This design comes from an exercise in tuning for small area on the open sky130 flow, not from production work.
At most, simulation tests tie the RTL to the original design; equivalence was not proved.
No functional check of the RTL was part of run 1.
Power figures rest on the tool's default switching activity, not on a simulated workload.

==> design/flow/design.v <==
module fcb_core (
    input  wire        clk,
    input  wire        rst,
    input  wire        op_valid,
    output wire        op_ready,
    input  wire [7:0]  op_code,
    input  wire [23:0] op_arg,
    output reg         res_valid,
    output reg  [7:0]  res_code,
    output reg  [63:0] res_data,
    input  wire        rx_valid,
    output wire        rx_ready,
    input  wire [7:0]  rx_data,
    input  wire        rx_err
);
    localparam [7:0]  ACK      = 8'h06;
    localparam [7:0]  START    = 8'hF2;
    localparam [7:0]  END_MARK = 8'h03;
    localparam [7:0]  PMT      = 8'h50;
    localparam [31:0] CRC_POLY = 32'hEDB88320;
    localparam [4:0] K_C20 = 5'b00000, K_W   = 5'b00001, K_C22 = 5'b00010, K_C23 = 5'b00011,
                     K_C24 = 5'b00100, K_C25 = 5'b00101, K_B   = 5'b00110, K_PMT = 5'b00111,
                     K_F2  = 5'b01000, K_F1  = 5'b01001, K_C00 = 5'b01010, K_L   = 5'b01011,
                     K_DS  = 5'b01100, K_03  = 5'b01101, K_SWL = 5'b01110, K_SWH = 5'b01111,
                     K_R0  = 5'b10000, K_BCC = 5'b10001, K_CRC = 5'b10010, K_N   = 5'b10011,
                     K_AS  = 5'b10100, K_R5  = 5'b10101, K_R6  = 5'b10110, K_R7  = 5'b10111,
                     K_R8  = 5'b11000, K_R9  = 5'b11001, K_BRV = 5'b11010, K_DEC = 5'b11011,
                     K_FL  = 5'b11100, K_ST  = 5'b11101, K_ER  = 5'b11110, K_AD  = 5'b11111;
    reg [7:0]  f1;                
    reg [7:0]  wr8 [0:7];         
    reg [7:0]  br [0:47];         
    reg [15:0] sw;                
    reg [5:0]  ub;                
    reg [31:0] crc;
    reg [7:0]  bcc;
    reg [6:0]  nlen;              
    reg [7:0]  dsum;              
    reg [2:0]  de;                
    reg        dack;
    reg        pmt;               
    reg        dec;               
    reg        h0d;               
    reg [1:0]  ch;                
    reg [5:0]  cnt;               
    reg [4:0]  kind;
    wire       done  = |nlen[6:3];
    wire       fail  = |de;
    wire [7:0] dcode = {3'b000, de == 3'd7, de[2] & de[1],
                        de[2] & ~de[1], de[1] & ~de[2], de[0] & ~(de[2] & de[1])};
    wire [5:0] lval  = nlen[5:0] - 6'd6;
    wire idle   = ~dec;
    wire [7:0]  oc  = op_code;
    wire [23:0] idx = op_arg;
    wire [5:0] fx  = dec ? cnt : idx[5:0];
    wire [6:0] rem = nlen - {1'b0, fx} - 7'd1;      
    wire [2:0] t3  = dec ? cnt[2:0] : (oc == 8'h42) ? idx[2:0] : 3'd4;
    wire       lo_eq = (ub[2:0] == t3);
    wire       lo4_eq = lo_eq & (ub[3] == cnt[3]);
    wire tail  = |cnt[5:2];
    wire isend = tail & (rem[5:0] == 6'd1);
    wire ischk = tail & (rem[5:0] == 6'd0);
    wire data  = tail & (rem[5:1] != 5'd0);
    wire in_w  = ~cnt[5] & ~cnt[4] & ~(cnt[3] & cnt[2]);      
    wire needw = h0d & data & (in_w | (rem[5:2] != 4'd0));
    assign rx_ready = dec & (~needw | (in_w ? lo_eq : lo4_eq));
    wire rx_fire = rx_valid & rx_ready;
    wire wr      = rx_fire & needw;
    wire [2:0] dq  = {1'b0, cnt[5:4]} - {1'b0, ub[5:4]};
    wire [1:0] tap = dq[2] ? dq[1:0] + 2'd3 : dq[1:0];
    reg       go;
    reg [4:0] knext;
    wire      big_idx = (|idx[23:6]) || rem[6];
    wire      short11 = nlen < 7'd11;
    wire      short12 = nlen < 7'd12;
    wire [5:0] i6 = idx[5:0];
    wire      i_w = ~i6[5] & ~i6[4] & ~(i6[3] & i6[2]);
    always @(*) begin
        go    = 1'b1;
        knext = K_C20;
        case (oc)
            8'h10, 8'h11: knext = K_C00;
            8'h12: knext = K_BCC;
            8'h20: knext = K_C00;
            8'h21: begin knext = K_C00; go = &ch; end
            8'h22: knext = K_CRC;
            8'h23: knext = K_BRV;
            8'h40: knext = K_DEC;
            8'h41: knext = K_N;
            8'h42: begin
                if (!done)             knext = K_C22;
                else if (big_idx)      knext = K_C24;
                else if (i6[5:2] == 4'd0)  knext = {3'b010, i6[1:0]};     
                else if (rem[5:2] == 4'd0) knext = {3'b011, rem[1:0]};    
                else if (i_w) begin    knext = K_W; go = lo_eq; end
                else begin             knext = K_B; go = lo_eq & (ub[5:3] == i6[5:3]); end
            end
            8'h50: knext = done ? K_PMT : K_C22;
            8'h51: begin
                if (!done)        knext = K_C22;
                else if (!pmt)    knext = K_C00;
                else if (short11) knext = K_C23;
                else              knext = K_AS;
            end
            8'h52: begin
                if (!done)        knext = K_C22;
                else if (short11) knext = K_C23;
                else              knext = K_AD;
            end
            8'h53: begin
                if (!done)        knext = K_C22;
                else if (short12) knext = K_C23;
                else begin        knext = K_ST; go = lo_eq; end
            end
            8'h54: begin
                if (!done)        knext = K_C22;
                else if (short11) knext = K_C23;
                else begin        knext = K_ER; go = lo_eq; end
            end
            8'h55: begin
                if (!done)        knext = K_C22;
                else begin        knext = K_FL; go = lo_eq; end
            end
            8'h60: begin
                if (op_arg[7:0] > 8'd9)        knext = K_C25;
                else if (op_arg[3:0] == 4'd4)  knext = K_C00;
                else                           knext = {1'b1, op_arg[3:0]};
            end
            default: ;
        endcase
    end
    assign op_ready = idle & (~op_valid | go);
    wire acc = op_valid & op_ready;
    function [31:0] crc_nib;
        input [31:0] r;
        input [3:0]  b;
        integer i;
        reg [31:0] v;
        begin
            v = r ^ {30'd0, b};
            for (i = 0; i < 2; i = i + 1)
                v = v[0] ? ((v >> 1) ^ CRC_POLY) : (v >> 1);
            crc_nib = v;
        end
    endfunction
    wire cupd = op_valid & idle & (oc == 8'h21);
    reg [2:0] de_n;
    reg       fin;
    always @(*) begin
        de_n = de;
        fin  = 1'b0;
        if (!h0d) begin
            de_n = (rx_data == ACK) ? 3'd0 : (rx_data == START) ? 3'd2 : 3'd1;
        end else if (!tail) begin
            case (cnt[1:0])
                2'd0: if (dack && rx_data != START) de_n = 3'd1;
                2'd1: ;
                2'd2: if (de == 3'd0 && rx_data != 8'd0) de_n = 3'd4;
                2'd3: begin
                    if (de == 3'd0) begin
                        if (rx_data < 8'd3)       de_n = 3'd3;
                        else if (rx_data > 8'd58) de_n = 3'd4;
                    end
                    fin = (de_n != 3'd0);
                end
            endcase
        end else if (isend) begin
            if (rx_data != END_MARK) de_n = 3'd5;
        end else if (ischk) begin
            if (de == 3'd0 && rx_data != dsum) de_n = 3'd6;
            fin = 1'b1;
        end
        if (rx_err) begin
            de_n = 3'd7;
            fin  = 1'b1;
        end
    end
    integer j;
    always @(posedge clk) begin
        for (j = 0; j < 7; j = j + 1)
            wr8[j] <= wr8[j + 1];
        wr8[7] <= wr8[0];
        for (j = 0; j < 47; j = j + 1)
            br[j] <= br[j + 1];
        br[47] <= br[0];
        if (wr && in_w)
            wr8[0] <= rx_data;
        for (j = 0; j < 3; j = j + 1)
            if (wr && !in_w && tap == j)
                br[16 * j] <= rx_data;
        ub <= (rst || ub == 6'd59) ? 6'd12 : ub + 6'd1;
        kind <= (dec || oc == 8'h40) ? K_DEC : knext;
        ch   <= (~rst & cupd) ? ch + 2'd1 : 2'd0;
        if (rst) begin
            bcc       <= 8'h00;
            crc       <= 32'hFFFFFFFF;
            nlen      <= 7'd0;
            de        <= 3'd0;
            dack      <= 1'b0;
            dec       <= 1'b0;
            res_valid <= 1'b0;
        end else begin
            res_valid <= acc & (oc != 8'h40);
            if (acc && oc == 8'h10) bcc <= 8'h00;
            if (acc && oc == 8'h11) bcc <= bcc ^ op_arg[7:0];
            if (acc && oc == 8'h20) crc <= 32'hFFFFFFFF;
            if (cupd) crc <= crc_nib(crc, op_arg[2*ch +: 2]);
            if (dec) begin
                if (rx_fire) begin
                    h0d <= 1'b1;
                    if (h0d) cnt <= cnt + 6'd1;
                    de <= de_n;
                    if (!h0d) begin
                        dack <= ~rx_err & (rx_data == ACK);
                        nlen <= 7'd0;
                        dsum <= 8'h00;
                    end else begin
                        if (!tail && rx_err) dack <= 1'b0;
                        if (!ischk) dsum <= dsum ^ rx_data;
                    end
                    if (h0d && !tail && cnt[1:0] == 2'd1) f1 <= rx_data;
                    if (h0d && !tail && cnt[1:0] == 2'd3 && de_n == 3'd0)
                        nlen <= {1'b0, rx_data[5:0]} + 7'd6;
                    if (data) sw <= {sw[7:0], rx_data};
                    if (cnt == 6'd4) pmt <= (rx_data == PMT);
                    if (fin) begin
                        dec       <= 1'b0;
                        res_valid <= 1'b1;
                        if (de_n != 3'd0) nlen <= 7'd0;
                    end
                end
            end else if (acc && oc == 8'h40) begin
                dec <= 1'b1;
                h0d <= 1'b0;
                cnt <= 6'd0;
            end
        end
    end
    wire [7:0]  f4 = wr8[0], f5 = wr8[1], f6 = wr8[2];
    wire [7:0]  f7 = wr8[3], f8 = wr8[4], f9 = wr8[5];
    wire d_hit = (f7[7:2] == 6'b001100) && (f7[1:0] != 2'b11);
    wire s_hit = (f8[7:2] == 6'b001100) && (f8[1:0] != 2'b11);
    wire c_hit = (f9[7:1] == 7'b0011000);
    wire [15:0] ecode = {f7, f8};
    wire e_hit = (ecode == 16'h3030) || (ecode == 16'h3031) || (ecode == 16'h3130);
    wire [1:0] e_idx = (ecode == 16'h3030) ? 2'd0 : (ecode == 16'h3031) ? 2'd1 : 2'd2;
    reg        a_hit;
    reg [1:0]  a_idx;
    always @(*) begin
        a_hit = 1'b1;
        a_idx = 2'd0;
        case (sw)
            16'h9000: a_idx = 2'd0;
            16'h9100: a_idx = 2'd1;
            16'h91AE: a_idx = 2'd2;
            16'h91AF: a_idx = 2'd3;
            default:  a_hit = 1'b0;
        endcase
    end
    wire [2:0] kbrev = (|crc[31:24]) ? 3'd4 : (|crc[23:16]) ? 3'd3 : (|crc[15:8]) ? 3'd2 : 3'd1;
    wire [2:0] dph   = done ? 3'd3 : fail ? 3'd4 : 3'd0;
    always @(*) begin
        res_code = (kind[4:3] == 2'b00 && kind[2:0] != 3'd1 && kind[2:1] != 2'b11) ?
                   {5'b00100, kind[2:0]} : 8'h00;
        res_data = 64'd0;
        case (kind)
            K_DEC: begin res_code = dcode; res_data[6:0] = nlen; end
            K_N:   res_data[6:0] = nlen;
            K_BCC: res_data[7:0] = bcc;
            K_CRC: res_data[31:0] = crc;
            K_BRV: begin res_data[31:0] = crc; res_data[34:32] = kbrev; end
            K_W:   res_data[7:0] = wr8[0];
            K_B:   res_data[7:0] = br[0];
            K_F1:  res_data[7:0] = f1;
            K_SWH: res_data[7:0] = sw[15:8];
            K_SWL: res_data[7:0] = sw[7:0];
            K_F2:  res_data[7:0] = START;
            K_L:   res_data[5:0] = lval;
            K_03:  res_data[7:0] = END_MARK;
            K_DS:  res_data[7:0] = dsum;
            K_PMT: res_data[0] = pmt;
            K_AS:  res_data[1:0] = {sw == 16'h91AF,
                                    (sw == 16'h9100) || (sw == 16'h9000) || (sw == 16'h91AF)};
            K_AD: begin
                if (!a_hit) begin res_code = 8'h10; res_data[15:0] = sw; end
                else res_data[1:0] = a_idx;
            end
            K_ST: begin
                if (!d_hit)      begin res_code = 8'h11; res_data[15:0] = {8'd0, f7}; end
                else if (!s_hit) begin res_code = 8'h11; res_data[15:0] = {8'd1, f8}; end
                else if (!c_hit) begin res_code = 8'h11; res_data[15:0] = {8'd2, f9}; end
                else res_data[23:0] = {7'd0, f9[0], 6'd0, f8[1:0], 6'd0, f7[1:0]};
            end
            K_ER: begin
                res_data[15:0] = ecode;
                if (!e_hit) res_code = 8'h12;
                else res_data[17:16] = e_idx;
            end
            K_FL:  res_data = {dsum, END_MARK, 8'd0, 2'd0, lval, f6, f5, f4, f1};
            K_R0:  res_data[15:0] = {dcode, 4'd0, dack, dph};
            K_R5:  res_data[31:0] = 32'h504303F2;
            K_R6:  res_data[31:0] = 32'h00346006;
            K_R7:  res_data[31:0] = 32'h00090807;
            K_R8:  res_data[31:0] = 32'h00000807;
            K_R9:  res_data[31:0] = 32'd64;
            default: ;
        endcase
    end
endmodule
==> design/flow/flow/run.sh <==
#!/bin/bash
# The standard layout (standard.sh) with three changes:
# - synthesis maps logic with a stronger ABC area script (three rounds of
#   choice computation, area-oriented mapping and don't-care resynthesis);
#   registers are mapped before ABC runs, so they are the standard ones;
# - port buffers use the smallest buffer cell;
# - clock tree synthesis inserts no dummy loads.
set -euo pipefail
work=$(pwd)
rm -rf "$work/scripts"
cp -r "$FLOW_HOME/scripts" "$work/scripts"
cp "$work/flow/abc_area.script" "$work/scripts/abc_area.script"
export SCRIPTS_DIR="$work/scripts"
export BUFFER_PORTS_ARGS="-buffer_cell sky130_fd_sc_hd__buf_1"
export CTS_ARGS="-sink_clustering_enable -repair_clock_nets -dont_use_dummy_load -buf_list sky130_fd_sc_hd__clkbuf_8 -sink_clustering_size 16 -sink_clustering_max_diameter 60"
bash standard.sh > "$work/orfs_make.log" 2>&1
==> design/flow/flow/abc_area.script <==
strash
dch
map -a
mfs2
strash
dch
map -a
mfs2
strash
dch
map -a
topo
==> design/flow/standard.sh <==
#!/bin/bash
# synth_recipe.tcl (not shown) runs the flow's synth.tcl, then flattens the netlist and writes it again
# the make line also repeats each setting of config.mk as NAME=value (left out here)
make -C /OpenROAD-flow-scripts/flow DESIGN_CONFIG=/design/flow/config.mk WORK_HOME=/design/flow/orfs CLKGATE_MAP_FILE= SYNTH_SCRIPT=/design/flow/synth_recipe.tcl "${@:-finish}"
==> design/flow/config.mk <==
export PLATFORM = sky130hd
export DESIGN_NAME = fcb_core
export DESIGN_NICKNAME = fcb_core
export VERILOG_FILES = /design/flow/design.v
export SDC_FILE = /design/flow/constraint.sdc
export NUM_CORES = 4
export LEC_CHECK = 0
export ABC_AREA = 1
export CAP_MARGIN = 20
export CORE_MARGIN = 2
export CORE_UTILIZATION = 65
export SLEW_MARGIN = 20
==> design/flow/constraint.sdc <==
create_clock -name core_clock -period 10.0 [get_ports {clk}]
set_input_delay 2.0000 -clock core_clock [delete_from_list [all_inputs] [get_ports {clk}]]
set_output_delay 2.0000 -clock core_clock [all_outputs]
set_load 0.01 [all_outputs]
==> results.txt, run 1 <==
# Max-Cap Violations=0; arrival time at the worst endpoint=4670 ps; cts bufs inserted=43; initial antenna violation count=3; final worst setup slack=3326 ps; Pwr Total=3.347 mW; worst hold start=wr8[7][4]; crit-path cells=buf_1 -> o21ai_0 -> fa_1 -> a21oi_1 -> o21bai_1 -> a21oi_1 -> nor2_1 -> nor3_1 -> nor4_1 -> nand2_1 -> clkinv_1 -> o2111ai_1 -> a211oi_1 -> o21ai_0 -> nand2_1 -> clkinv_1 -> buf_1; reg2reg setup slack=4500 ps; Final #Nets=1,813; Worst path max stage delay=420 ps; Avg Cell Area, Syn=10.52 sq um; die area=0.02711 sq mm; total track usage=34.40%; Crit. End Element=output port; Residual DRC=0; Cell Area, Placed=0.01757 sq mm; xor and xnor fraction of the mapped netlist area=1.097%; status=timing/DRC/antenna clean; mapped cell area=0.01677 sq mm; hold buffer count at CTS=0; Die Y-Extent=164.6 um; Iteration-0 DRC Markers=1,698; Vias/cell=5.956; Endpoint, Worst Hold=wr8[6][4]; Achievable Freq=0.1498 GHz; CTS tree=done; layout overhead on the synthesized area=8.339%; largest net degree at the start of global routing=28; Synth Area in Simple Gates=11.35%; Ys Warns=3; Post-DP HPWL=34.08 mm; layout cells sized above 1=3.434%; Skew-Pair Late Insertion Delay=600 ps; number of I/O pins=120; PostCTS Resize Cnt=0; WL per Instance=22.24 um; post-layout min period=6674 ps; Most used DFF post-synth=dfxtp_1; antenna-violating nets left=0; relative slew slack=33.79%; row cnt=58; Final setup viols=0; DIE WIDTH=164.6 um; Clock Pin Slew Worst Setup and Hold Paths=100 ps; count of cell types in the netlist=41; CP max stage cell=o21ai_0; register area share after synthesis=68.51%; kind of critical path=in2out; Core Box Area=0.02525 sq mm; cell count after synthesis=1,595; final std cells w/o fill=2,080; Synth Area in Adders=1.507%; final period utilization=66.74%; # port buffers=101; RSZ-0062 raised after global routing=no; final WL=46.25 mm; CTS max path bufs=3; CTS sink cnt=554; number of instances in the placed design=2,034; Design Area, Final=0.01817 sq mm; Hold WC Path Type=reg2reg; crit path max fanout=5; Synth area leaders=dfxtp_1 61%, edfxtp_1 7.2%, clkinv_1 4.3%; Synth top area share=61.35%; hold depth=0; flops & latches, synth=554; P_leak=6.784 nW; Detailed Routing Iterations Pass 1=6; Fin. Hold Viols=0; Worst-Margin Slew=982.8 ps; vias in the first global route=11,890; PwrDens=184.2 mW/mm^2; DR vias=12,390; setup TNS=0 ps; largest family of logic cells by synthesized area=compound AO/OA/AOI/OAI gates; postcts setup bufs=0; worst reg-to-reg path cell count=24; pre-CTS setup slack=3367 ps; cell taking the most area after synthesis=dfxtp_1; global placement routability congestion=1.030; H-tree levels=2; mux contribution to synthesized area=0%; Worst Skew=79.22 ps; Reg-to-Reg End=bcc[4]; final max-slew violation count=0; Worst setup SP type=input port; Fin Hold WS=269.6 ps; Compound-Gate Fraction of Synth Area=12.41%; root buf cell=clkbuf_8; Post-synth EDFFs=40; post-layout util=71.96%; gr ovfl total=0; async set-reset flop share out of synthesis=0%; worst reg2reg path startpoint=dec; starting density of the core=66.42%; global-route wire length before repair=69.24 mm; VDD IR max=0.2044 mV; worst path required time=8000 ps
## synth_stat cells (3+ instances only)
master,count
a31oi_1,12
buf_4,19
o221ai_1,3
o21ai_0,99
o21a_1,4
a21oi_1,106
o2111ai_1,7
nand2_1,164
edfxtp_1,40
o211ai_1,12
nand4_1,16
nor2_1,162
dfxtp_1,514
clkinv_1,190
nand3_1,48
xor2_1,19
a221oi_1,16
o311ai_0,4
a22oi_1,37
o31ai_1,3
ha_1,17
nor4_1,19
a211oi_1,10
a32oi_1,7
o22ai_1,8
nor3_1,37
## layout make-up
class	instances	area (sq um)
diodes	3	7.507
clock buffers	43	591.8
fillers	1772	7082
inverters	190	713.2
multi-input cells	849	4502
flip-flops and latches	554	11490
well taps	330	412.9
repair buffers	111	454.2
## per-layer routing
layer	vias to the layer above	routed length, um	track usage, %
li1	5674	-	-
met1	5789	18880	47.17
met2	770	20610	54.26
met3	154	4904	7.911
met4	2	1841	11.70
met5	-	13	0
## logic make-up after synthesis
kind of cell             after synthesis
adder cells (fa/ha/maj)               19
XOR/XNOR                              21
AO/OA/AOI/OAI                        340
other                                  1
buffers and inverters                209
AND/OR/NAND/NOR                      451
flip-flops                           554
## placed cells by master, fill, tap and decap left out, types with 3 or more instances in the layout
master / netlist / final
o21a_1: 4 / 4
o21ai_0: 99 / 99
edfxtp_1: 40 / 40
xor2_1: 19 / 19
nor4_1: 19 / 18
o211ai_1: 12 / 12
diode_2: 0 / 3
o221ai_1: 3 / 3
buf_4: 19 / 10
clkinv_1: 190 / 190
a21oi_1: 106 / 106
dfxtp_1: 514 / 514
conb_1: 1 / 18
nand2_1: 164 / 164
o31ai_1: 3 / 3
o2111ai_1: 7 / 7
o311ai_0: 4 / 4
ha_1: 17 / 17
a32oi_1: 7 / 7
a211oi_1: 10 / 10
clkbuf_8: 0 / 43
nor2_1: 162 / 162
nor3_1: 37 / 37
nand4_1: 16 / 16
a31oi_1: 12 / 12
nand3_1: 48 / 48
buf_1: 0 / 101
a22oi_1: 37 / 37
o22ai_1: 8 / 8
a221oi_1: 16 / 16
## critical path, delay by kind of cell
| kind | cells | cell delay [ps] |
|---|---|---|
| AOI/OAI and AO/OA | 7 | 1300 |
| buffers and inverters | 4 | 440 |
| and+or+nand+nor | 5 | 640 |
| adders and majority gates | 1 | 300 |
## how the worst max path moves through the flow
stage	startpoint	to	slack [ps]
3_5_place_dp	op_arg[0]	op_ready	3370
2_1_floorplan	op_arg[1]	op_ready	4030
6_report	op_arg[1]	op_ready	3330
4_1_cts	op_arg[0]	op_ready	3350
3_3_place_gp	op_arg[0]	op_ready	3470
5_1_grt	op_arg[1]	op_ready	2970
## sequential cells by signal (all words and copies together), names as in the netlist, 2 cells and up
signal  count
br        384
wr8        64
bcc         8
ub          6
cnt         6
sw         16
nlen        7
kind        5
crc        32
ch          2
f1          8
dsum        8
de          3
## power breakdown
group	internal [mW]	total, mW	switching, mW
Sequential	2.23	2.23	0.00319
Clock	0.386	1.03	0.646
Combinational	0.0201	0.0809	0.0608
Total	2.64	3.35	0.710
==> run 2: changes to the inputs <==
--- a/design/flow/design.v
+++ b/design/flow/design.v
@@ -26,13 +26,13 @@
                      K_AS  = 5'b10100, K_R5  = 5'b10101, K_R6  = 5'b10110, K_R7  = 5'b10111,
                      K_R8  = 5'b11000, K_R9  = 5'b11001, K_BRV = 5'b11010, K_DEC = 5'b11011,
                      K_FL  = 5'b11100, K_ST  = 5'b11101, K_ER  = 5'b11110, K_AD  = 5'b11111;
-    reg [7:0]  f1;                
+    reg [7:0]  a2 [0:1];          
+    reg [7:0]  s2 [0:1];          
+    reg        bz;                
     reg [7:0]  wr8 [0:7];         
     reg [7:0]  br [0:47];         
-    reg [15:0] sw;                
     reg [5:0]  ub;                
     reg [31:0] crc;
-    reg [7:0]  bcc;
     reg [6:0]  nlen;              
     reg [7:0]  dsum;              
     reg [2:0]  de;                
@@ -48,12 +48,12 @@
     wire [7:0] dcode = {3'b000, de == 3'd7, de[2] & de[1],
                         de[2] & ~de[1], de[1] & ~de[2], de[0] & ~(de[2] & de[1])};
     wire [5:0] lval  = nlen[5:0] - 6'd6;
-    wire idle   = ~dec;
+    wire idle   = ~dec & ~bz;
     wire [7:0]  oc  = op_code;
     wire [23:0] idx = op_arg;
     wire [5:0] fx  = dec ? cnt : idx[5:0];
     wire [6:0] rem = nlen - {1'b0, fx} - 7'd1;      
-    wire [2:0] t3  = dec ? cnt[2:0] : (oc == 8'h42) ? idx[2:0] : 3'd4;
+    wire [2:0] t3  = dec ? cnt[2:0] : (oc == 8'h42) ? idx[2:0] : (oc == 8'h55) ? 3'd4 : 3'd7;
     wire       lo_eq = (ub[2:0] == t3);
     wire       lo4_eq = lo_eq & (ub[3] == cnt[3]);
     wire tail  = |cnt[5:2];
@@ -61,8 +61,13 @@
     wire ischk = tail & (rem[5:0] == 6'd0);
     wire data  = tail & (rem[5:1] != 5'd0);
     wire in_w  = ~cnt[5] & ~cnt[4] & ~(cnt[3] & cnt[2]);      
-    wire needw = h0d & data & (in_w | (rem[5:2] != 4'd0));
-    assign rx_ready = dec & (~needw | (in_w ? lo_eq : lo4_eq));
+    wire needw = h0d & data & (in_w | (rem[5:2] != 4'd0));      
+    wire is_sw = h0d & data & (rem[5:2] == 4'd0);                
+    wire is_f1 = h0d & ~tail & (cnt[1:0] == 2'd1);               
+    wire wait_rx = (needw & ~(in_w ? lo_eq : lo4_eq)) |
+                   (is_sw & (ub[0] ^ cnt[0])) |
+                   (is_f1 & ub[0]);
+    assign rx_ready = dec & ~wait_rx;
     wire rx_fire = rx_valid & rx_ready;
     wire wr      = rx_fire & needw;
     wire [2:0] dq  = {1'b0, cnt[5:4]} - {1'b0, ub[5:4]};
@@ -78,8 +83,8 @@
         go    = 1'b1;
         knext = K_C20;
         case (oc)
-            8'h10, 8'h11: knext = K_C00;
-            8'h12: knext = K_BCC;
+            8'h10, 8'h11: begin knext = K_C00; go = ub[0]; end
+            8'h12: begin knext = K_BCC; go = ub[0]; end
             8'h20: knext = K_C00;
             8'h21: begin knext = K_C00; go = &ch; end
             8'h22: knext = K_CRC;
@@ -89,8 +94,13 @@
             8'h42: begin
                 if (!done)             knext = K_C22;
                 else if (big_idx)      knext = K_C24;
-                else if (i6[5:2] == 4'd0)  knext = {3'b010, i6[1:0]};     
-                else if (rem[5:2] == 4'd0) knext = {3'b011, rem[1:0]};    
+                else if (i6[5:2] == 4'd0) begin    
+                    knext = {3'b010, i6[1:0]};
+                    go = ~(i6[1:0] == 2'd1 && ub[0]);
+                end else if (rem[5:2] == 4'd0) begin    
+                    knext = {3'b011, rem[1:0]};
+                    go = ~rem[1] | (ub[0] == i6[0]);
+                end
                 else if (i_w) begin    knext = K_W; go = lo_eq; end
                 else begin             knext = K_B; go = lo_eq & (ub[5:3] == i6[5:3]); end
             end
@@ -99,12 +109,12 @@
                 if (!done)        knext = K_C22;
                 else if (!pmt)    knext = K_C00;
                 else if (short11) knext = K_C23;
-                else              knext = K_AS;
+                else begin        knext = K_AS; go = (ub[0] == nlen[0]); end
             end
             8'h52: begin
                 if (!done)        knext = K_C22;
                 else if (short11) knext = K_C23;
-                else              knext = K_AD;
+                else begin        knext = K_AD; go = (ub[0] == nlen[0]); end
             end
             8'h53: begin
                 if (!done)        knext = K_C22;
@@ -123,7 +133,10 @@
             8'h60: begin
                 if (op_arg[7:0] > 8'd9)        knext = K_C25;
                 else if (op_arg[3:0] == 4'd4)  knext = K_C00;
-                else                           knext = {1'b1, op_arg[3:0]};
+                else begin
+                    knext = {1'b1, op_arg[3:0]};
+                    if (op_arg[3:0] == 4'd1) go = ub[0];
+                end
             end
             default: ;
         endcase
@@ -188,10 +201,22 @@
             if (wr && !in_w && tap == j)
                 br[16 * j] <= rx_data;
         ub <= (rst || ub == 6'd59) ? 6'd12 : ub + 6'd1;
+        a2[1] <= a2[0];
+        if (rx_fire && is_f1)
+            a2[0] <= rx_data;
+        else if ((bz || (acc && (oc == 8'h10 || oc == 8'h11))) && ub[0])
+            a2[0] <= (bz || oc == 8'h10) ? 8'h00 : a2[1] ^ op_arg[7:0];
+        else
+            a2[0] <= a2[1];
+        s2[1] <= s2[0];
+        s2[0] <= (rx_fire && is_sw) ? rx_data : s2[1];
+        if (rst)
+            bz <= 1'b1;
+        else if (ub[0])
+            bz <= 1'b0;
         kind <= (dec || oc == 8'h40) ? K_DEC : knext;
         ch   <= (~rst & cupd) ? ch + 2'd1 : 2'd0;
         if (rst) begin
-            bcc       <= 8'h00;
             crc       <= 32'hFFFFFFFF;
             nlen      <= 7'd0;
             de        <= 3'd0;
@@ -200,8 +225,6 @@
             res_valid <= 1'b0;
         end else begin
             res_valid <= acc & (oc != 8'h40);
-            if (acc && oc == 8'h10) bcc <= 8'h00;
-            if (acc && oc == 8'h11) bcc <= bcc ^ op_arg[7:0];
             if (acc && oc == 8'h20) crc <= 32'hFFFFFFFF;
             if (cupd) crc <= crc_nib(crc, op_arg[2*ch +: 2]);
             if (dec) begin
@@ -217,10 +240,8 @@
                         if (!tail && rx_err) dack <= 1'b0;
                         if (!ischk) dsum <= dsum ^ rx_data;
                     end
-                    if (h0d && !tail && cnt[1:0] == 2'd1) f1 <= rx_data;
                     if (h0d && !tail && cnt[1:0] == 2'd3 && de_n == 3'd0)
                         nlen <= {1'b0, rx_data[5:0]} + 7'd6;
-                    if (data) sw <= {sw[7:0], rx_data};
                     if (cnt == 6'd4) pmt <= (rx_data == PMT);
                     if (fin) begin
                         dec       <= 1'b0;
@@ -235,8 +256,10 @@
             end
         end
     end
+    wire [7:0]  f1 = a2[0];
+    wire [15:0] sw = {s2[0], s2[1]};
     wire [7:0]  f4 = wr8[0], f5 = wr8[1], f6 = wr8[2];
-    wire [7:0]  f7 = wr8[3], f8 = wr8[4], f9 = wr8[5];
+    wire [7:0]  f7 = wr8[0], f8 = wr8[1], f9 = wr8[2];
     wire d_hit = (f7[7:2] == 6'b001100) && (f7[1:0] != 2'b11);
     wire s_hit = (f8[7:2] == 6'b001100) && (f8[1:0] != 2'b11);
     wire c_hit = (f9[7:1] == 7'b0011000);
@@ -265,14 +288,14 @@
         case (kind)
             K_DEC: begin res_code = dcode; res_data[6:0] = nlen; end
             K_N:   res_data[6:0] = nlen;
-            K_BCC: res_data[7:0] = bcc;
+            K_BCC: res_data[7:0] = a2[0];
             K_CRC: res_data[31:0] = crc;
             K_BRV: begin res_data[31:0] = crc; res_data[34:32] = kbrev; end
             K_W:   res_data[7:0] = wr8[0];
             K_B:   res_data[7:0] = br[0];
             K_F1:  res_data[7:0] = f1;
-            K_SWH: res_data[7:0] = sw[15:8];
-            K_SWL: res_data[7:0] = sw[7:0];
+            K_SWH: res_data[7:0] = s2[0];
+            K_SWL: res_data[7:0] = s2[0];
             K_F2:  res_data[7:0] = START;
             K_L:   res_data[5:0] = lval;
             K_03:  res_data[7:0] = END_MARK;
--- a/design/flow/flow/run.sh
+++ b/design/flow/flow/run.sh
@@ -12,5 +12,5 @@
 cp "$work/flow/abc_area.script" "$work/scripts/abc_area.script"
 export SCRIPTS_DIR="$work/scripts"
 export BUFFER_PORTS_ARGS="-buffer_cell sky130_fd_sc_hd__buf_1"
-export CTS_ARGS="-sink_clustering_enable -repair_clock_nets -dont_use_dummy_load -buf_list sky130_fd_sc_hd__clkbuf_8 -sink_clustering_size 16 -sink_clustering_max_diameter 60"
+export CTS_ARGS="-sink_clustering_enable -repair_clock_nets -dont_use_dummy_load -buf_list sky130_fd_sc_hd__clkbuf_16 -sink_clustering_size 30 -sink_clustering_max_diameter 80"
 bash standard.sh > "$work/orfs_make.log" 2>&1
==> run 2 against run 1 <==
- sequential power about the same
- sequential share of layout area decreased by 0.98 points
- largest power group unchanged
- fmax decreased by 3.2%
- synthesized cell count increased by 2.5%
- non-clock buffer count decreased by 5
- hold slack improved by 46 ps
- count of clock-buffer cells in the layout decreased by 19
- cell count increased by 0.67%
- global-route usage increased by 0.59 points
- area after synthesis decreased by 0.26%
- critical endpoint unchanged
- largest cell class unchanged
- via count increased by 1.8%
- critical path type unchanged
==> results.txt, run 2 <==
total track usage=34.98% (+0.59 points); arrival time at the worst endpoint=4900 ps (+230 ps); VDD IR max=0.2444 mV (+20%); Ys Warns=5 (+2); mapped cell area=0.01673 sq mm (-0.26%); Post-synth EDFFs=16 (-60%); max reg flops=384 (unchanged); Endpoint, Worst Hold=br[44][0]; Final setup viols=0 (unchanged); most frequent cells in the layout=539 x dfxtp_1, 191 x clkinv_1, 185 x nor2_1; async set-reset flop share out of synthesis=0% (unchanged); post-layout util=71.69% (-0.27 points); global-route wire length before repair=70.93 mm (+2.4%); Crit. End Element=output port; register area share after synthesis=67.37% (-1.1 points); starting density of the core=66.25% (-0.17 points); antenna-violating nets left=0 (unchanged); met3 GRT Util=6.328% (-1.6 points); Die Y-Extent=164.4 um (-0.13%); Residual DRC=0 (unchanged); count of cell types in the netlist=43 (+4.9%); RSZ-0062 raised after global routing=no; Core Box Area=0.02525 sq mm (unchanged); largest net degree at the start of global routing=31 (+11%); number of instances in the placed design=2,069 (+1.7%); worst hold start=br[45][0]; # Max-Cap Violations=0 (unchanged); Hold WC Path Type=reg2reg; hold depth=0 (unchanged); status=timing/DRC/antenna clean; Fin Hold WS=315.8 ps (+46.15 ps); PostCTS Resize Cnt=0 (unchanged); Iteration-0 DRC Markers=1,619 (-4.7%); cell count after synthesis=1,635 (+2.5%); layout overhead on the synthesized area=8.219%; worst reg-to-reg path cell count=19 (-21%); final max-slew violation count=0 (unchanged); WL per Instance=22.41 um (+0.80%); Achievable Freq=0.1450 GHz (-3.2%); crit path max fanout=7 (+2); worst reg2reg path startpoint=dec; row cnt=58 (unchanged); DR vias=12,620 (+1.8%); CTS tree=done; Synth area leaders=dfxtp_1 64%, clkinv_1 4.3%, nor2_1 4.2%; Top Registers=br: 384 flops, wr8: 64 flops, crc: 32 flops; vias in the first global route=12,050 (+1.3%); flops & latches, synth=555 (+0.18%); PwrDens=189.1 mW/mm^2 (+2.7%); gr busiest metal=met2; post-layout min period=6897 ps (+223.8 ps); Worst Skew=64.68 ps (-14.54 ps); P_leak=6.744 nW (-0.59%); Clock Pin Slew Worst Setup and Hold Paths=110 ps (about the same); Synth top cells by count=539 x dfxtp_1, 191 x clkinv_1, 185 x nor2_1, 153 x nand2_1, 115 x a21oi_1; Detailed Routing Iterations Pass 1=6 (unchanged); number of I/O pins=120 (unchanged); Pwr Total=3.424 mW (+2.3%); Synth top area share=64.50% (+3.2 points); relative slew slack=25.42% (-8.4 points); kind of critical path=in2out; Worst-Margin Slew=1116 ps (+133.4 ps); postcts setup bufs=0 (unchanged); root buf cell=clkbuf_16; die area=0.02704 sq mm (-0.25%); initial antenna violation count=2 (-1); layout cells sized above 1=2.723% (-0.71 points); CTS sink cnt=555 (+0.18%); Skew-Pair Late Insertion Delay=570 ps (-30 ps); cell taking the most area after synthesis=dfxtp_1; Biggest register=br; Fin. Hold Viols=0 (unchanged); Post-DP HPWL=32.30 mm (-5.2%); hold buffer count at CTS=0 (unchanged); setup TNS=0 ps (unchanged); DIE WIDTH=164.4 um (-0.13%); Reg-to-Reg End=br[0][3]; Worst setup SP type=input port; final period utilization=68.97% (+2.2 points); gr ovfl total=0 (unchanged); reg2reg setup slack=4020 ps (-480 ps); CTS max path bufs=3 (unchanged); Final #Nets=1,830 (+0.94%); Most used DFF post-synth=dfxtp_1; final std cells w/o fill=2,094 (+0.67%); most common cell after layout, fill and taps aside=dfxtp_1; worst path required time=8000 ps (about the same); final WL=46.94 mm (+1.5%); cts bufs inserted=24 (-44%); # port buffers=101 (unchanged); met1 GRT Util=48.75% (+1.6 points); Avg Cell Area, Syn=10.23 sq um (-2.7%); GR Util met2=55.38% (+1.1 points); Vias/cell=6.024 (+1.1%); global placement routability congestion=1.018 (-1.1%); most frequent cell after synthesis=dfxtp_1; H-tree levels=1 (-1)
==> run 2: cell types whose count changed in the layout (fill, tap and decap cells not counted), sizes merged, moves of 11 or more <==
cell	delta
nand2	-11
nor2	+23
clkbuf	-19
dfxtp	+25
o22ai	+15
a22oi	-22
edfxtp	-24
o21ai	+13
==> run 2: worst max-delay path by stage <==
stage / to / from / slack, ps
global route: op_ready / op_arg[2] / 2860
floorplan: br[16][0] / op_arg[0] / 3060
detailed placement: op_ready / op_arg[2] / 3210
global placement: op_ready / op_arg[0] / 3280
finish: op_ready / op_arg[2] / 3100
CTS: op_ready / op_arg[2] / 3200
==> run 2: critical path, cell delays in order <==
cell and delay [ps]:
buf_1 210, o21ai_0 460, ha_1 340, a21oi_1 160
clkinv_1 80, a21oi_1 200, nor2_1 70, nor2_1 90
nor2_1 50, o21ai_0 220, nand3_1 170, nor4_1 300
o221ai_1 180, and3_2 230, buf_1 130
==> run 2: kinds of logic after synthesis <==
kind of cell    Yosys count  synth area share [%]
compound gates          357                 12.74
xor+xnor                 22                 1.152
fa+ha+maj                20                 1.586
buf+inv                 210                 5.138
flops                   555                 67.37
other cells               1               0.02242
simple gates            470                 11.99
==> run 2: layout make-up <==
cell class	count	area [sq um]
fill	1799	7149
antenna	1	2.502
sequential	555	11270
tap	330	412.9
clock buffer	24	600.6
multi-input combinational	887	4684
inverter	191	716.9
timing repair buffer	106	416.7
==> run 2: layer usage <==
layer  wire (um)  vias up
met5           0        -
met4        1727        0
met3        4970      139
met2       21040      866
met1       19200     5863
li1            -     5747
==> run 2: stage by stage <==
step,area (sq um),worst slack [ps]
final,18100,3103
after global routing,18100,2858
after CTS,18090,3200
after detailed placement,17490,3208
after global placement,17490,3283
after floorplan,16790,3057
==> run 2: report_power, final <==
part / internal, mW / switching, mW
clock: 0.431 / 0.646
sequential: 2.24 / 0.0162
combinational: 0.0265 / 0.0668
==> run 3: changes to the inputs <==
--- a/design/flow/design.v
+++ b/design/flow/design.v
@@ -39,10 +39,9 @@
     reg        dack;
     reg        pmt;               
     reg        dec;               
-    reg        h0d;               
     reg [1:0]  ch;                
     reg [5:0]  cnt;               
-    reg [4:0]  kind;
+    wire [4:0] kind = cnt[4:0];
     wire       done  = |nlen[6:3];
     wire       fail  = |de;
     wire [7:0] dcode = {3'b000, de == 3'd7, de[2] & de[1],
@@ -56,7 +55,8 @@
     wire [2:0] t3  = dec ? cnt[2:0] : (oc == 8'h42) ? idx[2:0] : (oc == 8'h55) ? 3'd4 : 3'd7;
     wire       lo_eq = (ub[2:0] == t3);
     wire       lo4_eq = lo_eq & (ub[3] == cnt[3]);
-    wire tail  = |cnt[5:2];
+    wire tail  = done;                    
+    wire h0d   = tail | (cnt != 6'd63);   
     wire isend = tail & (rem[5:0] == 6'd1);
     wire ischk = tail & (rem[5:0] == 6'd0);
     wire data  = tail & (rem[5:1] != 5'd0);
@@ -214,7 +214,6 @@
             bz <= 1'b1;
         else if (ub[0])
             bz <= 1'b0;
-        kind <= (dec || oc == 8'h40) ? K_DEC : knext;
         ch   <= (~rst & cupd) ? ch + 2'd1 : 2'd0;
         if (rst) begin
             crc       <= 32'hFFFFFFFF;
@@ -229,12 +228,10 @@
             if (cupd) crc <= crc_nib(crc, op_arg[2*ch +: 2]);
             if (dec) begin
                 if (rx_fire) begin
-                    h0d <= 1'b1;
-                    if (h0d) cnt <= cnt + 6'd1;
+                    cnt <= fin ? {1'b0, K_DEC} : cnt + 6'd1;
                     de <= de_n;
                     if (!h0d) begin
                         dack <= ~rx_err & (rx_data == ACK);
-                        nlen <= 7'd0;
                         dsum <= 8'h00;
                     end else begin
                         if (!tail && rx_err) dack <= 1'b0;
@@ -249,10 +246,12 @@
                         if (de_n != 3'd0) nlen <= 7'd0;
                     end
                 end
-            end else if (acc && oc == 8'h40) begin
-                dec <= 1'b1;
-                h0d <= 1'b0;
-                cnt <= 6'd0;
+            end else begin
+                cnt <= (oc == 8'h40) ? 6'd63 : {1'b0, knext};
+                if (acc && oc == 8'h40) begin
+                    dec  <= 1'b1;
+                    nlen <= 7'd0;
+                end
             end
         end
     end
--- a/design/flow/config.mk
+++ b/design/flow/config.mk
@@ -6,7 +6,7 @@
 export NUM_CORES = 4
 export LEC_CHECK = 0
 export ABC_AREA = 1
-export CAP_MARGIN = 20
+export CAP_MARGIN = 5
 export CORE_MARGIN = 2
 export CORE_UTILIZATION = 65
-export SLEW_MARGIN = 20
+export SLEW_MARGIN = 5
==> run 3 against run 2 <==
- flip-flop and latch count shrank 6
- hold slack better by 17 ps
- register-to-register slack got worse by 280 ps
- non-clock buffer count did not move
- cell count fell by 2.3%
- largest power group unchanged
- utilization fell by 0.31 points
- fmax decreased by 4.0%
- global-route usage rose by 2.4 points
- critical path depth rose by 5
==> results.txt, run 3 <==
H-tree levels=1 (unchanged); async set-reset flop share out of synthesis=0% (unchanged); # port buffers=101 (unchanged); Crit. End Element=output port; Biggest register=br; Core Box Area=0.02504 sq mm (-0.86%); post-layout min period=7188 ps (+290.2 ps); layout cells sized above 1=2.100% (-0.62 points); initial antenna violation count=2 (unchanged); Worst setup SP type=input port; most frequent cell after synthesis=dfxtp_1; Detailed Routing Iterations Pass 1=8 (+2); status=timing/DRC/antenna clean; die area=0.02671 sq mm (-1.2%); max reg flops=384 (unchanged); P_leak=6.656 nW (-1.3%); RSZ-0062 raised after global routing=no; setup TNS=0 ps (unchanged); Residual DRC=0 (unchanged); VDD IR max=0.1774 mV (-27%); Vias/cell=6.257 (+3.9%); Skew-Pair Late Insertion Delay=560 ps (about the same); Post-synth EDFFs=15 (-1); Most used DFF post-synth=dfxtp_1; Synth top area share=64.70% (+0.20 points); Top Registers=br: 384 flops, wr8: 64 flops, crc: 32 flops; DIE WIDTH=163.4 um (-0.61%); cell taking the most area after synthesis=dfxtp_1; hold buffer count at CTS=0 (unchanged); vias in the first global route=12,220 (+1.4%); Pwr Total=3.441 mW (+0.49%); gr ovfl total=0 (unchanged); Die Y-Extent=163.4 um (-0.61%); cell count after synthesis=1,587 (-2.9%); most common cell after layout, fill and taps aside=dfxtp_1; Avg Cell Area, Syn=10.41 sq um (+1.7%); postcts setup bufs=0 (unchanged); PostCTS Resize Cnt=0 (unchanged); starting density of the core=65.99% (-0.25 points); Post-DP HPWL=33.86 mm (+4.8%); Synth top cells by count=534 x dfxtp_1, 189 x clkinv_1, 164 x nand2_1, 148 x nor2_1, 97 x o21ai_0; largest net degree at the start of global routing=33 (+6.5%); CTS sink cnt=549 (-1.1%); layout overhead on the synthesized area=8.171% (about the same); Final setup viols=0 (unchanged); flops & latches, synth=549 (-1.1%); arrival time at the worst endpoint=5190 ps (+290 ps); number of I/O pins=120 (unchanged); cts bufs inserted=23 (-4.2%); most frequent cells in the layout=534 x dfxtp_1, 189 x clkinv_1, 164 x nand2_1; total track usage=37.38% (+2.4 points); final WL=49.90 mm (+6.3%); worst path required time=8000 ps (about the same); final std cells w/o fill=2,046 (-2.3%); Worst-Margin Slew=1270 ps (+153.4 ps); Hold WC Path Type=reg2reg; global placement routability congestion=1.037 (+1.8%); count of cell types in the netlist=41 (-4.7%); pre-CTS setup slack=2905 ps (-303.6 ps); Final #Nets=1,783 (-2.6%); final worst setup slack=2812 ps (-290.2 ps); Iteration-0 DRC Markers=1,794 (+11%); final period utilization=71.88% (+2.9 points); kind of critical path=in2out; fillers=1,705 (-5.2%); Synth area leaders=dfxtp_1 65%, clkinv_1 4.3%, nand2_1 3.7%; final max-slew violation count=0 (unchanged); root buf cell=clkbuf_16; antenna-violating nets left=0 (unchanged); WL per Instance=24.39 um (+8.8%); relative slew slack=14.70% (-11 points); PwrDens=192.5 mW/mm^2 (+1.8%); crit path max fanout=4 (-3); number of instances in the placed design=2,020 (-2.4%); global-route wire length before repair=74.44 mm (+5.0%); Fin. Hold Viols=0 (unchanged); Achievable Freq=0.1391 GHz (-4.0%); Clock Pin Slew Worst Setup and Hold Paths=120 ps (about the same); row cnt=58 (unchanged); CTS max path bufs=3 (unchanged); # Max-Cap Violations=0 (unchanged); DR vias=12,800 (+1.5%); mapped cell area=0.01652 sq mm (-1.2%); Worst Skew=64.68 ps (-0.002000 ps); Fin Hold WS=332.9 ps (+17.10 ps); register area share after synthesis=67.43% (about the same); Ys Warns=5 (unchanged); CTS tree=done
-- run 3: cell count changes in the layout (fill, tap and decap cells not counted), moves of 5 or more --
cell      change
o32ai_1       +8
dfxtp_1       -5
a211oi_1      +6
nor3_1       +11
a22oi_1      +25
nor2_1       -37
o21ai_0      -15
nand2_1      +11
a31oi_1      -12
a21oi_1      -34
o22ai_1       -5
-- run 3: stage by stage --
step	cell area, sq um	util [%]
2_1_floorplan	16590	-
3_3_place_gp	17290	69.05
3_5_place_dp	17290	69.05
4_1_cts	17860	71.34
5_1_grt	17870	71.38
6_report	17870	71.38
-- run 3: layout make-up --
| class | instances | area (sq um) | share of cell area, % |
|---|---|---|---|
| Inverter | 189 | 709.4 | 3.969 |
| Antenna cell | 2 | 5.005 | 0.02800 |
| Timing Repair Buffer | 106 | 414.1 | 2.317 |
| Clock buffer | 23 | 575.6 | 3.220 |
| Tap cell | 330 | 412.9 | 2.310 |
| Sequential cell | 549 | 11140 | 62.34 |
| Multi-Input combinational cell | 847 | 4614 | 25.82 |
-- run 3: power breakdown --
| part | total [mW] | switching (mW) | internal, mW |
|---|---|---|---|
| Combinational | 0.140 | 0.0999 | 0.0399 |
| Sequential | 2.24 | 0.0231 | 2.21 |
| Clock | 1.06 | 0.649 | 0.416 |
| Total | 3.44 | 0.772 | 2.67 |
-- run 3: logic make-up after synthesis --
kind of cell | Yosys count | share of synthesized area, %
DFF | 549 | 67.43
and+or+nand+nor | 453 | 11.81
AOI/OAI and AO/OA | 334 | 12.76
buffers and inverters | 208 | 5.157
adders and majority gates | 22 | 1.757
xor gates and xnor gates | 20 | 1.060
other | 1 | 0.02270
-- run 3: path summary, 6_finish.rpt --
path               from   endpoint  slack (ps)  cells past startpoint
min           br[37][5]  br[36][5]         330                      0
max          op_code[6]   op_ready        2810                     20
min reg2reg   br[37][5]  br[36][5]         330                      0
max reg2reg         dec  wr8[0][5]        3740                     20
-- run 3: metal layers --
layer / part of all wire, % / wire (um) / track usage [%] / up-vias
met5: 0 / 0 / 0 / -
met4: 6.4 / 3196 / 17.14 / 0
met3: 11 / 5365 / 7.034 / 258
met2: 45 / 22470 / 59.09 / 971
met1: 38 / 18870 / 50.18 / 5977
li1: - / - / - / 5596
-- run 3: worst max-delay path: stages --
cell	delay (ps)
buf_1	120
clkinv_1	70
nor2_1	190
nand2_1	170
nor4_1	390
clkinv_1	190
nor2_1	200
clkinv_1	110
nand2_1	80
o311ai_0	150
xor2_1	230
nand3_1	150
clkinv_1	90
nand2_1	50
a221oi_1	310
nor4_1	110
o221ai_1	250
nand2_1	80
nor2_1	90
buf_1	150
==> run 4: changes to the inputs <==
--- a/design/flow/config.mk
+++ b/design/flow/config.mk
@@ -6,7 +6,7 @@
 export NUM_CORES = 4
 export LEC_CHECK = 0
 export ABC_AREA = 1
-export CAP_MARGIN = 5
+export CAP_MARGIN = 20
 export CORE_MARGIN = 2
 export CORE_UTILIZATION = 65
-export SLEW_MARGIN = 5
+export SLEW_MARGIN = 20
==> run 4 against run 3 <==
- still clean
- power barely moved
- worst setup slack improved by 21 ps
- sequential share of layout area barely moved
- non-clock buffer count fell by 1
- sequential power barely moved
- clock skew rose by 4.1 ps
- via count fell by 0.28%
- wire length barely moved
- final area barely moved
- flip-flop and latch count did not move
- clock power barely moved
- global-route usage did not move
- largest power group unchanged
==> results.txt, run 4 <==
Most used DFF post-synth=dfxtp_1; global-route wire length before repair=74.44 mm (unchanged); register area share after synthesis=67.43% (unchanged); Synth top cells by count=534 x dfxtp_1, 189 x clkinv_1, 164 x nand2_1, 148 x nor2_1, 97 x o21ai_0; Design Area, Final=0.01788 sq mm (about the same); Achievable Freq=0.1395 GHz (+0.30%); Core Box Area=0.02504 sq mm (unchanged); vias in the first global route=12,220 (unchanged); async set-reset flop share out of synthesis=0% (unchanged); final max-slew violation count=0 (unchanged); DIE WIDTH=163.4 um (unchanged); Worst-Margin Slew=1264 ps (-5.804 ps); most frequent cell after synthesis=dfxtp_1; cts bufs inserted=23 (unchanged); hold buffer count at CTS=0 (unchanged); Final setup viols=0 (unchanged); final WL=49.90 mm (about the same); max reg flops=384 (unchanged); CTS max path bufs=3 (unchanged); met1 GRT Util=50.18% (unchanged); largest net degree at the start of global routing=33 (unchanged); Skew-Pair Late Insertion Delay=560 ps (about the same); relative slew slack=14.85% (+0.15 points); met3 GRT Util=7.034% (unchanged); Post-synth EDFFs=15 (unchanged); die area=0.02671 sq mm (unchanged); CTS tree=done; Avg Cell Area, Syn=10.41 sq um (unchanged); initial antenna violation count=2 (unchanged); Detailed Routing Iterations Pass 1=6 (-2); Ys Warns=5 (unchanged); most common cell after layout, fill and taps aside=dfxtp_1; CTS sink cnt=549 (unchanged); total track usage=37.38% (unchanged); worst path required time=8000 ps (about the same); Post-DP HPWL=33.86 mm (unchanged); row cnt=58 (unchanged); root buf cell=clkbuf_16; count of cell types in the netlist=41 (unchanged); DR vias=12,770 (-0.28%); Synth area leaders=dfxtp_1 65%, clkinv_1 4.3%, nand2_1 3.7%; WL per Instance=24.40 um (about the same); kind of critical path=in2out; mapped cell area=0.01652 sq mm (unchanged); Clock Pin Slew Worst Setup and Hold Paths=120 ps (about the same); # Max-Cap Violations=0 (unchanged); global placement routability congestion=1.037 (unchanged); Residual DRC=0 (unchanged); Top Registers=br: 384 flops, wr8: 64 flops, crc: 32 flops; number of I/O pins=120 (unchanged); Die Y-Extent=163.4 um (unchanged); P_leak=6.653 nW (about the same); post-layout min period=7166 ps (-21.31 ps); crit path max fanout=7 (+3); cell taking the most area after synthesis=dfxtp_1; starting density of the core=65.99% (unchanged); status=timing/DRC/antenna clean; Cell Area, Placed=0.01729 sq mm (unchanged); PostCTS Resize Cnt=0 (unchanged); H-tree levels=1 (unchanged); # port buffers=101 (unchanged); arrival time at the worst endpoint=5170 ps (-20 ps); Worst setup SP type=input port; postcts setup bufs=0 (unchanged); RSZ-0062 raised after global routing=no; VDD IR max=0.1775 mV (about the same); Iteration-0 DRC Markers=1,883 (+5.0%); Fin. Hold Viols=0 (unchanged); GR Util met2=59.09% (unchanged); gr ovfl total=0 (unchanged); Hold WC Path Type=reg2reg; setup TNS=0 ps (unchanged); PwrDens=192.4 mW/mm^2 (about the same); gr busiest metal=met2; Biggest register=br; Crit. End Element=output port; layout cells sized above 1=2.160% (+0.060 points); cell count after synthesis=1,587 (unchanged); Worst Skew=68.75 ps (+4.071 ps); flops & latches, synth=549 (unchanged); Final #Nets=1,782 (-0.056%); Vias/cell=6.243 (-0.23%); most frequent cells in the layout=534 x dfxtp_1, 189 x clkinv_1, 164 x nand2_1; final period utilization=71.66% (-0.21 points); layout overhead on the synthesized area=8.201% (about the same); Synth top area share=64.70% (unchanged); antenna-violating nets left=0 (unchanged)
## run 4: cell counts after synthesis
Identical to the previous run, type by type.
## run 4: logic make-up (layout without fill, tap and decap cells)
family / count (synthesis) / after routing / share of synthesized area [%]
DFF: 549 / 549 / 67.43
and+or+nand+nor: 453 / 453 / 11.81
AOI/OAI and AO/OA: 334 / 334 / 12.76
buffers and inverters: 208 / 317 / 5.157
adders and majority gates: 22 / 22 / 1.757
xor gates and xnor gates: 20 / 20 / 1.060
other: 1 / 20 / 0.02270
## run 4: area by class of cell
cell class	count	area, sq um
fillers	1703	7159
repair buffers	105	409.1
diodes	2	5.005
clock buffers	23	575.6
well taps	330	412.9
multi-input cells	847	4624
inverters	189	709.4
flip-flops and latches	549	11140
## run 4: path summary, 6_finish.rpt
kind,startpoint,end,slack (ps),cells past startpoint
setup reg to reg,dec,a2[0][5],3730,18
hold reg to reg,br[37][5],br[36][5],330,0
hold / removal,br[37][5],br[36][5],330,0
setup / recovery,op_arg[1],op_ready,2830,14
## run 4: critical path, cell delays in order
cell and delay (ps):
buf_1 330, o21ai_0 270, fa_1 520, a21oi_1 170, o21bai_1 120, a21oi_1 140, o21bai_1 90, a2111oi_0 360
o21ai_0 270, nor4_1 410, o221ai_1 210, nand2_1 100, nor2_1 50, buf_1 120
## run 4: routing by layer
metal | share of wire, % | vias to the layer above
met5 | 0 | -
met4 | 6.3 | 0
met3 | 10 | 236
met2 | 45 | 958
met1 | 38 | 5966
li1 | - | 5606
## run 4: stage by stage
step / cells / setup WS (ps) / total power [mW] / hold slack, ps / utilization (%)
after floorplan: 1604 / 3661 / 2.354 / 309.6 / -
after global placement: 2020 / 3051 / 2.408 / 309.6 / 69.05
after detailed placement: 2020 / 2905 / 2.411 / 312.1 / 69.05
after CTS: 2043 / 2895 / 3.416 / 332.3 / 71.34
after global routing: 2045 / 2449 / 3.513 / 335.1 / 71.40
final: 2045 / 2834 / 3.439 / 331.1 / 71.40
## run 4: power by group
part | internal (mW) | leakage (nW) | switching [mW] | total [mW]
Sequential | 2.21 | 4.45 | 0.0237 | 2.24
Clock | 0.415 | 0.283 | 0.648 | 1.06
Combinational | 0.0399 | 1.91 | 0.100 | 0.140
Total | 2.67 | 6.65 | 0.771 | 3.44
==> run 5: changes to the inputs <==
--- a/design/flow/design.v
+++ b/design/flow/design.v
@@ -143,16 +143,16 @@
     end
     assign op_ready = idle & (~op_valid | go);
     wire acc = op_valid & op_ready;
-    function [31:0] crc_nib;
+    function [31:0] crc_2b;
         input [31:0] r;
-        input [3:0]  b;
+        input [1:0]  b;
         integer i;
         reg [31:0] v;
         begin
             v = r ^ {30'd0, b};
             for (i = 0; i < 2; i = i + 1)
                 v = v[0] ? ((v >> 1) ^ CRC_POLY) : (v >> 1);
-            crc_nib = v;
+            crc_2b = v;
         end
     endfunction
     wire cupd = op_valid & idle & (oc == 8'h21);
@@ -225,7 +225,7 @@
         end else begin
             res_valid <= acc & (oc != 8'h40);
             if (acc && oc == 8'h20) crc <= 32'hFFFFFFFF;
-            if (cupd) crc <= crc_nib(crc, op_arg[2*ch +: 2]);
+            if (cupd) crc <= crc_2b(crc, op_arg[2*ch +: 2]);
             if (dec) begin
                 if (rx_fire) begin
                     cnt <= fin ? {1'b0, K_DEC} : cnt + 6'd1;
==> run 5 against run 4 <==
- critical endpoint unchanged
- clock power hardly changed
- critical path type unchanged
- via count stayed put
- still clean
- clock skew stayed put
- cell count unchanged
==> results.txt, run 5 <==
Post-synth EDFFs=15 (unchanged); cts bufs inserted=23 (unchanged); most frequent cell after synthesis=dfxtp_1; Ys Warns=5 (unchanged); met1 GRT Util=50.18% (unchanged); setup TNS=0 ps (unchanged); DIE WIDTH=163.4 um (unchanged); total track usage=37.38% (unchanged); post-layout min period=7166 ps (unchanged); max reg flops=384 (unchanged); initial antenna violation count=2 (unchanged); layout cells sized above 1=2.160% (unchanged); post-layout util=71.40% (unchanged); gr busiest metal=met2; mapped cell area=0.01652 sq mm (unchanged); Final #Nets=1,782 (unchanged); final max-slew violation count=0 (unchanged); most common cell after layout, fill and taps aside=dfxtp_1; # Max-Cap Violations=0 (unchanged); kind of critical path=in2out; Fin. Hold Viols=0 (unchanged); Synth Area in Adders=1.757% (unchanged); mux contribution to synthesized area=0% (unchanged); Hold WC Path Type=reg2reg; most frequent cells in the layout=534 x dfxtp_1, 189 x clkinv_1, 164 x nand2_1; final WL=49.90 mm (unchanged); async set-reset flop share out of synthesis=0% (unchanged); final worst setup slack=2834 ps (unchanged); hold buffer count at CTS=0 (unchanged); postcts setup bufs=0 (unchanged); gr ovfl total=0 (unchanged); Synth Area in Simple Gates=11.81% (unchanged); xor and xnor fraction of the mapped netlist area=1.060% (unchanged); Synth area leaders=dfxtp_1 65%, clkinv_1 4.3%, nand2_1 3.7%; Avg Cell Area, Syn=10.41 sq um (unchanged); Worst Skew=68.75 ps (unchanged); Reg area=0.01114 sq mm (unchanged); Synth top cells by count=534 x dfxtp_1, 189 x clkinv_1, 164 x nand2_1, 148 x nor2_1, 97 x o21ai_0; global placement routability congestion=1.037 (unchanged); H-tree levels=1 (unchanged); # port buffers=101 (unchanged); Achievable Freq=0.1395 GHz (unchanged); number of instances in the placed design=2,020 (unchanged); starting density of the core=65.99% (unchanged); DR vias=12,770 (unchanged); crit path max fanout=7 (unchanged); antenna-violating nets left=0 (unchanged); vias in the first global route=12,220 (unchanged); met3 GRT Util=7.034% (unchanged); Skew-Pair Late Insertion Delay=560 ps (about the same); register area share after synthesis=67.43% (unchanged); final std cells w/o fill=2,045 (unchanged); root buf cell=clkbuf_16; RSZ-0062 raised after global routing=no; CTS sink cnt=549 (unchanged); Compound-Gate Fraction of Synth Area=12.76% (unchanged); layout overhead on the synthesized area=8.201% (unchanged); largest family of logic cells by synthesized area=compound AO/OA/AOI/OAI gates; Worst-Margin Slew=1264 ps (unchanged); count of cell types in the netlist=41 (unchanged); cell taking the most area after synthesis=dfxtp_1; die area=0.02671 sq mm (unchanged); GR Util met2=59.09% (unchanged); Final setup viols=0 (unchanged); PwrDens=192.4 mW/mm^2 (unchanged); Die Y-Extent=163.4 um (unchanged); Synth top area share=64.70% (unchanged); CTS max path bufs=3 (unchanged); worst path required time=8000 ps (about the same); Vias/cell=6.243 (unchanged); CTS tree=done; area occupied by multi-input gates=0.004624 sq mm (unchanged); Crit. End Element=output port; cell count after synthesis=1,587 (unchanged); largest net degree at the start of global routing=33 (unchanged); P_leak=6.653 nW (unchanged); VDD IR max=0.1775 mV (unchanged); fillers=1,703 (unchanged); PostCTS Resize Cnt=0 (unchanged); number of I/O pins=120 (unchanged); Detailed Routing Iterations Pass 1=6 (unchanged); Core Box Area=0.02504 sq mm (unchanged); Post-DP HPWL=33.86 mm (unchanged); status=timing/DRC/antenna clean; WL per Instance=24.40 um (unchanged); Most used DFF post-synth=dfxtp_1; Worst setup SP type=input port; final period utilization=71.66% (unchanged); global-route wire length before repair=74.44 mm (unchanged); Top Registers=br: 384 flops, wr8: 64 flops, crc: 32 flops; Iteration-0 DRC Markers=1,883 (unchanged); Residual DRC=0 (unchanged); Biggest register=br; row cnt=58 (unchanged); pre-CTS setup slack=2905 ps (unchanged); arrival time at the worst endpoint=5170 ps (about the same); flops & latches, synth=549 (unchanged); Clock Pin Slew Worst Setup and Hold Paths=120 ps (about the same); relative slew slack=14.85% (unchanged)
[run 5: final timing paths]
path	from	endpoint	slack [ps]	cells past startpoint
max	op_arg[1]	op_ready	2830	14
min	br[37][5]	br[36][5]	330	0
max reg2reg	dec	a2[0][5]	3730	18
min reg2reg	br[37][5]	br[36][5]	330	0
[run 5: cells by family (layout without fill, tap and decap cells)]
group                      Yosys count  count (layout)
AOI/OAI and AO/OA                  334             334
xor gates and xnor gates            20              20
adders and majority gates           22              22
buffers and inverters              208             317
DFF                                549             549
other                                1              20
and+or+nand+nor                    453             453
[run 5: area by class of cell]
| type | count | area share (%) |
|---|---|---|
| flip-flops and latches | 549 | 62.32 |
| repair buffers | 105 | 2.289 |
| multi-input cells | 847 | 25.87 |
| clock buffers | 23 | 3.219 |
| diodes | 2 | 0.02800 |
| well taps | 330 | 2.310 |
| inverters | 189 | 3.968 |
[run 5: per-layer routing]
layer / up-vias / share of wire, %
met5: - / 0
met4: 0 / 6.3
met3: 236 / 10
met2: 958 / 45
met1: 5966 / 38
li1: 5606 / -
[run 5: metrics by stage]
step           total power, mW  cell area [sq um]  hold slack [ps]
6_report                 3.439              17880            331.1
5_1_grt                  3.513              17880            335.1
4_1_cts                  3.416              17860            332.3
3_5_place_dp             2.411              17290            312.1
3_3_place_gp             2.408              17290            309.6
2_1_floorplan            2.354              16590            309.6
[run 5: worst max-delay path, stage by stage]
cell and delay, ps:
buf_1 330, o21ai_0 270, fa_1 520, a21oi_1 170, o21bai_1 120, a21oi_1 140, o21bai_1 90, a2111oi_0 360
o21ai_0 270, nor4_1 410, o221ai_1 210, nand2_1 100, nor2_1 50, buf_1 120
[run 5: where the power goes]
part | switching, mW | leakage, nW | internal, mW
clock | 0.648 | 0.283 | 0.415
sequential | 0.0237 | 4.45 | 2.21
combinational | 0.100 | 1.91 | 0.0399
total | 0.771 | 6.65 | 2.67
==> run 6: changes to the inputs <==
--- a/design/flow/flow/run.sh
+++ b/design/flow/flow/run.sh
@@ -12,5 +12,5 @@
 cp "$work/flow/abc_area.script" "$work/scripts/abc_area.script"
 export SCRIPTS_DIR="$work/scripts"
 export BUFFER_PORTS_ARGS="-buffer_cell sky130_fd_sc_hd__buf_1"
-export CTS_ARGS="-sink_clustering_enable -repair_clock_nets -dont_use_dummy_load -buf_list sky130_fd_sc_hd__clkbuf_16 -sink_clustering_size 30 -sink_clustering_max_diameter 80"
+export CTS_ARGS="-sink_clustering_enable -repair_clock_nets -dont_use_dummy_load -buf_list sky130_fd_sc_hd__clkbuf_16 -sink_clustering_size 30 -sink_clustering_max_diameter 80 -root_buf sky130_fd_sc_hd__clkbuf_8"
 bash standard.sh > "$work/orfs_make.log" 2>&1
==> run 6 against run 5 <==
- still clean on timing, DRC and antenna
- hold slack worse by 11 ps
- global-route usage up 0.18 points
- sequential share of layout area up 0.12 points
- die area unchanged
- utilization down 0.13 points
- via count up 0.53%
- synthesized cell count unchanged
- critical path depth up 2
- combinational power about the same
- critical path type is now reg2out
- highest routed layer unchanged
==> results.txt, run 6 <==
status=timing/DRC/antenna clean; row cnt=58 (unchanged); arrival time at the worst endpoint=5180 ps (about the same); final worst setup slack=2821 ps (-12.53 ps); Skew-Pair Late Insertion Delay=650 ps (+90 ps); cts bufs inserted=23 (unchanged); count of cell types in the netlist=41 (unchanged); Synth top cells by count=534 x dfxtp_1, 189 x clkinv_1, 164 x nand2_1, 148 x nor2_1, 97 x o21ai_0; cell taking the most area after synthesis=dfxtp_1; Pint=2.637 mW (-1.2%); CTS sink cnt=549 (unchanged); setup TNS=0 ps (unchanged); flops & latches, synth=549 (unchanged); Sw Ratio=22.70% (+0.27 points); PostCTS Resize Cnt=0 (unchanged); starting density of the core=65.99% (unchanged); reg2reg setup slack=3830 ps (+100 ps); Post-DP HPWL=33.86 mm (unchanged); Post-synth EDFFs=15 (unchanged); layout cells sized above 1=2.160% (unchanged); Worst-Margin Slew=1124 ps (-140.3 ps); Comb pwr share=4.1% (about the same); root buf cell=clkbuf_8; kind of critical path=reg2out; Synth top area share=64.70% (unchanged); async set-reset flop share out of synthesis=0% (unchanged); Die Y-Extent=163.4 um (unchanged); vias in the first global route=12,420 (+1.7%); Final #Nets=1,782 (unchanged); DIE WIDTH=163.4 um (unchanged); largest net degree at the start of global routing=33 (unchanged); most common cell after layout, fill and taps aside=dfxtp_1; H-tree levels=1 (unchanged); layout overhead on the synthesized area=7.997%; # port buffers=101 (unchanged); Final setup viols=0 (unchanged); Detailed Routing Iterations Pass 1=12 (+6); worst reg-to-reg path cell count=22 (+4); hold buffer count at CTS=0 (unchanged); register area share after synthesis=67.43% (unchanged); number of I/O pins=120 (unchanged); antenna-violating nets left=0 (unchanged); final period utilization=71.79% (+0.13 points); Residual DRC=0 (unchanged); worst reg2reg path startpoint=dec; Clk pwr share=30.3% (-0.6 points); DR vias=12,830 (+0.53%); NetSw=0.7742 mW (+0.39%); Vias/cell=6.276 (+0.53%); CTS tree=done; final WL=50.48 mm (+1.2%); WL per Instance=24.69 um (+1.2%); mapped cell area=0.01652 sq mm (unchanged); CTS max path bufs=3 (unchanged); Biggest register=br; post-layout min period=7179 ps (+12.53 ps); max reg flops=384 (unchanged); Ys Warns=5 (unchanged); postcts setup bufs=0 (unchanged); cell count after synthesis=1,587 (unchanged); Achievable Freq=0.1393 GHz (-0.17%); Crit. End Element=output port; Fin. Hold Viols=0 (unchanged); Reg-to-Reg End=br[0][0]; most frequent cell after synthesis=dfxtp_1; Avg Cell Area, Syn=10.41 sq um (unchanged); P_leak=6.638 nW (-0.23%); Top Registers=br: 384 flops, wr8: 64 flops, crc: 32 flops; final max-slew violation count=0 (unchanged); VDD IR max=0.2319 mV (+31%); Cell Area, Placed=0.01729 sq mm (unchanged)
==> run 6: worst max-delay path: stages, from the launching register on <==
cell and delay [ps]:
dfxtp_1 870, clkinv_1 560, nor2_1 350, a21oi_1 80, ha_1 220, fa_1 420
a21oi_1 170, o21bai_1 130, a21oi_1 150, o21bai_1 90, a2111oi_0 360, o21ai_0 280
nor4_1 390, o221ai_1 220, nand2_1 100, nor2_1 50, buf_1 120
==> run 6: how the worst min path moves through the flow <==
stage	startpoint	end	depth (start not counted)
2_1_floorplan	br[11][0]	br[10][0]	0
3_3_place_gp	wr8[6][6]	wr8[5][6]	0
3_5_place_dp	br[29][0]	br[28][0]	0
4_1_cts	br[12][0]	br[11][0]	0
5_1_grt	br[12][0]	br[11][0]	0
6_report	br[26][0]	br[25][0]	0
==> run 6: area by class of cell <==
| cell class | count | area [sq um] | share of cell area (%) |
|---|---|---|---|
| inverter | 189 | 709.4 | 3.976 |
| antenna | 2 | 5.005 | 0.02805 |
| multi-input combinational | 847 | 4624 | 25.92 |
| clock buffer | 23 | 541.8 | 3.036 |
| sequential | 549 | 11140 | 62.44 |
| timing repair buffer | 105 | 409.1 | 2.293 |
| tap | 330 | 412.9 | 2.314 |
==> run 6: cell families after synthesis <==
family	share of synthesized area [%]
buffers and inverters	5.157
xor gates and xnor gates	1.060
AOI/OAI and AO/OA	12.76
DFF	67.43
other	0.02270
and+or+nand+nor	11.81
adders and majority gates	1.757
==> run 6: metrics by stage <==
stage          std cells  power [mW]  utilization [%]
3_3_place_gp        2020       2.408            69.05
3_5_place_dp        2020       2.411            69.05
2_1_floorplan       1604       2.354                -
4_1_cts             2043       3.391            71.21
6_report            2045       3.411            71.27
5_1_grt             2045       3.483            71.27
==> run 6: metal layers <==
metal  vias up  wire length, um  share of wire, %  track usage [%]
met3       248             5243                10            6.831
met4         0             3141               6.2            18.79
met2       953            22870                45            59.57
met5         -                0                 0                0
li1       5615                -                 -                -
met1      6018            19230                38            49.74
==> run 6: power groups by stage <==
stage,Sequential (mW),Combinational (mW),Clock (mW)
after global routing,2.24,0.149,1.10
after global placement,2.28,0.127,0
final,2.24,0.141,1.03
after detailed placement,2.28,0.131,0
after CTS,2.23,0.134,1.03
after floorplan,2.27,0.0842,0
